Source: an optimization exercise on an open RTL-to-GDS flow (aim: small area, a short achievable clock period and few clock cycles). Production flows keep margins and buffers that such runs may drop. At most, simulation tests tie the RTL to the original design; equivalence was not proved. Power and IR drop assume default switching activity. The flow treats the clock pin as an ideal source, which a real chip does not have.

## jc1_lane
module jc1_lane (
    input  wire       clk,
    input  wire       rst,         
    input  wire       cmd_valid,
    output wire       cmd_ready,
    input  wire [2:0] cmd_op,
    input  wire [7:0] cmd_data,
    output reg        res_valid,
    output reg  [7:0] res_data
);
For scale: ~3,900 cells after synthesis, ~24 I/O pins, about 57,000 sq um of cells after synthesis.
==> flow/config.mk <==
export PLATFORM = sky130hd
export DESIGN_NAME = jc1_lane
export DESIGN_NICKNAME = jc1_lane
export VERILOG_FILES = /design/flow/design.v
export SDC_FILE = /design/flow/constraint.sdc
export NUM_CORES = 4
export LEC_CHECK = 0
export CAP_MARGIN = 20
export CORE_MARGIN = 2
export CORE_UTILIZATION = 50
export CTS_BUF_LIST = sky130_fd_sc_hd__clkbuf_16
export CTS_CLUSTER_DIAMETER = 100
export CTS_CLUSTER_SIZE = 30
export PLACE_DENSITY = 0.7
export SLEW_MARGIN = 20
export SYNTH_HIERARCHICAL = 1
export SYNTH_MINIMUM_KEEP_SIZE = 0
==> flow/constraint.sdc <==
create_clock -name core_clock -period 13.0 [get_ports {clk}]
set_input_delay 2.6000 -clock core_clock [delete_from_list [all_inputs] [get_ports {clk}]]
set_output_delay 2.6000 -clock core_clock [all_outputs]
set_load 0.01 [all_outputs]
standard.sh (not shown) runs the stock make flow with config.mk's settings and CLKGATE_MAP_FILE= SYNTH_SCRIPT=/design/flow/synth_recipe.tcl, a recipe that flattens the netlist after the stock synthesis.
==> flow/flow/run.sh <==
#!/bin/bash
# The standard layout, with the port buffers made of buf_4 cells instead of
# the delay buffers buffer_ports picks by default, and clock tree synthesis
# run with the standard settings but without dummy loads.  make's output goes
# to standard.log here; each ORFS step's log is under orfs/logs/.
set -euo pipefail
cd "$(dirname "${BASH_SOURCE[0]}")/.."
cts="-sink_clustering_enable -repair_clock_nets -sink_clustering_size 30"
cts="$cts -sink_clustering_max_diameter 100 -buf_list sky130_fd_sc_hd__clkbuf_16"
cts="$cts -dont_use_dummy_load"
bash standard.sh 'BUFFER_PORTS_ARGS=-buffer_cell sky130_fd_sc_hd__buf_4' \
  "CTS_ARGS=$cts" finish > standard.log 2>&1
Testbench counts at the start, summed over its fixed seeds: cycles 19,267.
Change:
--- a/flow/design.v
+++ b/flow/design.v
@@ -19,20 +19,30 @@
         reg [7:0] g, pr, g1, p1, g2, p2, g3;
         begin
             g  = a & b;
             pr = a ^ b;
             g1 = g  | (pr & {g[6:0], cin});
             p1 = pr & {pr[6:0], 1'b1};
             g2 = g1 | (p1 & {g1[5:0], {2{cin}}});
             p2 = p1 & {p1[5:0], 2'b11};
             g3 = g2 | (p2 & {g2[3:0], {4{cin}}});
             add8 = pr ^ {g3[6:0], cin};
+        end
+    endfunction
+    function [7:0] radd8(input [7:0] a, input [7:0] b, input cin);
+        reg [8:0] c;
+        integer n;
+        begin
+            c[0] = cin;
+            for (n = 0; n < 8; n = n + 1)
+                c[n+1] = (a[n] & b[n]) | (a[n] & c[n]) | (b[n] & c[n]);
+            radd8 = a ^ b ^ c[7:0];
         end
     endfunction
     reg  [2047:0] ring;                        
     wire [7:0]    r0   = ring[7:0];
     wire [7:0]    r253 = ring[2031:2024];
     wire [7:0]    r254 = ring[2039:2032];
     reg        rst_r;
     reg  [7:0] B;                              
     reg  [7:0] p;
     reg  [7:0] dk;                             
@@ -53,23 +63,23 @@
     wire fire      = s1v & (~s1step | al);
     wire fire_step = fire & s1step;
     wire last      = ~s1warm | (s1xm == 8'd254);
     wire done      = fire & last;
     wire clear     = rst_r | (fire & s1rst);
     wire [7:0] sv = r0;                        
     wire [7:0] t  = add8(sv, s1xm, 1'b1);
     wire [7:0] cs_s = dk ^ sv ^ s1xm;
     wire [7:0] cs_c = (dk & sv) | (dk & s1xm) | (sv & s1xm);
     wire [7:0] ks   = add8(cs_s, {cs_c[6:0], 1'b0}, 1'b0);
-    wire [7:0] kp   = add8(s1d, ~B, 1'b0);
+    wire [7:0] kp   = radd8(s1d, ~B, 1'b0);
     wire [7:0] k    = s1peek ? kp : ks;
-    wire [7:0] q_cur = add8(dk, p, 1'b1);
+    wire [7:0] q_cur = radd8(dk, p, 1'b1);
     wire       al_n  = clear | fire_step | (B == p);
     reg        s2resp;                         
     reg  [1:0] s2mode;                         
     reg  [7:0] s2x;
     reg  [7:0] s2tp;                           
     reg        s2fwd;                          
     reg  [7:0] s2k;                            
     wire [7:0] pa = 8'd1 << s2k[2:0];
     wire [7:0] pb = 8'd1 << s2k[5:3];
     wire [63:0] lo;
@@ -104,21 +114,21 @@
                 jc1_nand3 u4 (.a(n[16]), .b(n[17]), .c(n[18]), .y(o[4]));
                 jc1_nand3 u5 (.a(n[19]), .b(n[20]), .c(n[21]), .y(o[5]));
                 jc1_nor2  u6 (.a(o[0]), .b(o[1]), .y(m[0]));
                 jc1_nor2  u7 (.a(o[2]), .b(o[3]), .y(m[1]));
                 jc1_nor2  u8 (.a(o[4]), .b(o[5]), .y(m[2]));
                 jc1_a31oi u9 (.a1(m[0]), .a2(m[1]), .a3(m[2]), .b1(hin[gq]), .y(gsel[gq]));
             end
             assign sq[gb] = (gsel[0] | gsel[1]) | (gsel[2] | gsel[3]);
         end
     endgenerate
-    wire [7:0] nb = ~B + 8'd1;
+    wire [7:0] nb = radd8(~B, 8'd0, 1'b1);
     wire kv = ~swp | (s2k > nb);
     reg        s3step;
     reg        s3resp;
     reg  [1:0] s3mode;
     reg  [7:0] s3x;
     reg  [7:0] s3tp;
     reg        s3fwd;
     reg        s3kv;
     reg  [7:0] s3sq;
     wire [7:0] sqf = s3fwd ? r253 : (s3kv ? s3sq : 8'd0);
@@ -134,23 +144,23 @@
     wire new_step = (cmd_op == OP_STEP) | (cmd_op == OP_XOR) | (cmd_op == OP_WARMUP);
     always @(posedge clk) begin
         rst_r <= rst;
         if (clear) begin
             B   <= 8'd1;
             p   <= 8'd0;
             dk  <= 8'd255;
             al  <= 1'b1;
             swp <= 1'b1;
         end else begin
-            B   <= B + 8'd1;
+            B   <= radd8(B, 8'd0, 1'b1);
             if (fire_step) begin
-                p  <= p + 8'd1;
+                p  <= radd8(p, 8'd0, 1'b1);
                 dk <= ks;
             end
             al  <= al_n;
             swp <= swp & (B != 8'd0);
         end
         if (rst) begin
             s1v <= 1'b0;
             rdy <= 1'b1;
             ld  <= 1'b1;
         end else if (ld) begin
@@ -164,21 +174,21 @@
         end
         if (ld) begin
             s1op   <= cmd_op;
             s1step <= new_step;
             s1peek <= (cmd_op == OP_PEEK_S);
             s1warm <= (cmd_op == OP_WARMUP);
             s1rst  <= (cmd_op == OP_RESET);
             s1d    <= cmd_data;
             s1xm   <= (cmd_op == OP_STEP) ? cmd_data - 8'd1 : 8'hff;
         end else if (fire) begin
-            s1xm   <= s1xm + 8'd1;
+            s1xm   <= radd8(s1xm, 8'd0, 1'b1);
         end
         s2step <= ~rst & fire_step;
         s2resp <= ~rst & done;
         s2tp   <= t + p + 8'd1;
         s2fwd  <= (k == 8'd254) & s2step;
         s2k    <= k;
         case (s1op)
             OP_STEP:   begin s2mode <= 2'd1; s2x <= 8'd0;  end
             OP_XOR:    begin s2mode <= 2'd1; s2x <= s1d;   end
             OP_PEEK_S: begin s2mode <= 2'd2; s2x <= 8'd0;  end
Synthesized area drops by 0.31%.
Worst setup slack got worse by 0.17 ns.
Total power rose by 2.4%.
Non-clock buffer count went up by 1.
Clock skew came out higher by 0.0076 ns.
Global-route usage is about the same.
Via count drops by 1.1%.
Cell area is about the same.
Critical path depth goes up by 13.
Clock power stays flat.
Fmax is lower by 4.3%.
Only the layout flow was run in the second run of this note; the RTL was not checked for function there.

-- re-timing with driven ports --
In the flow no input, the clock included, has a driving cell. The finished layouts below were timed again as built, in two steps. Step 1: set_driving_cell puts a clkbuf_16 on clk and a buf_2 on each other input, an assumption about the parent block. Step 2 also shifts input and output timing later by t, the mid clock arrival at the registers, as if the neighbouring blocks saw the same clock. Slacks: no drivers / after step 1 / after step 2; pairs: no drivers / after step 1.
run | shift t [ns] | slack for setup (ns) | worst data-port slew with drivers (ns)
the first run | 0.743 | 9.292 / 9.221 / 8.827 | 0.03
the second run | 0.744 | 9.126 / 9.126 / 8.803 | 0.03
After both steps setup and hold are still met in every run listed. For the first run, which loses most, drivers alone change the setup slack by -0.071 ns; drivers and shift together by -0.465 ns.
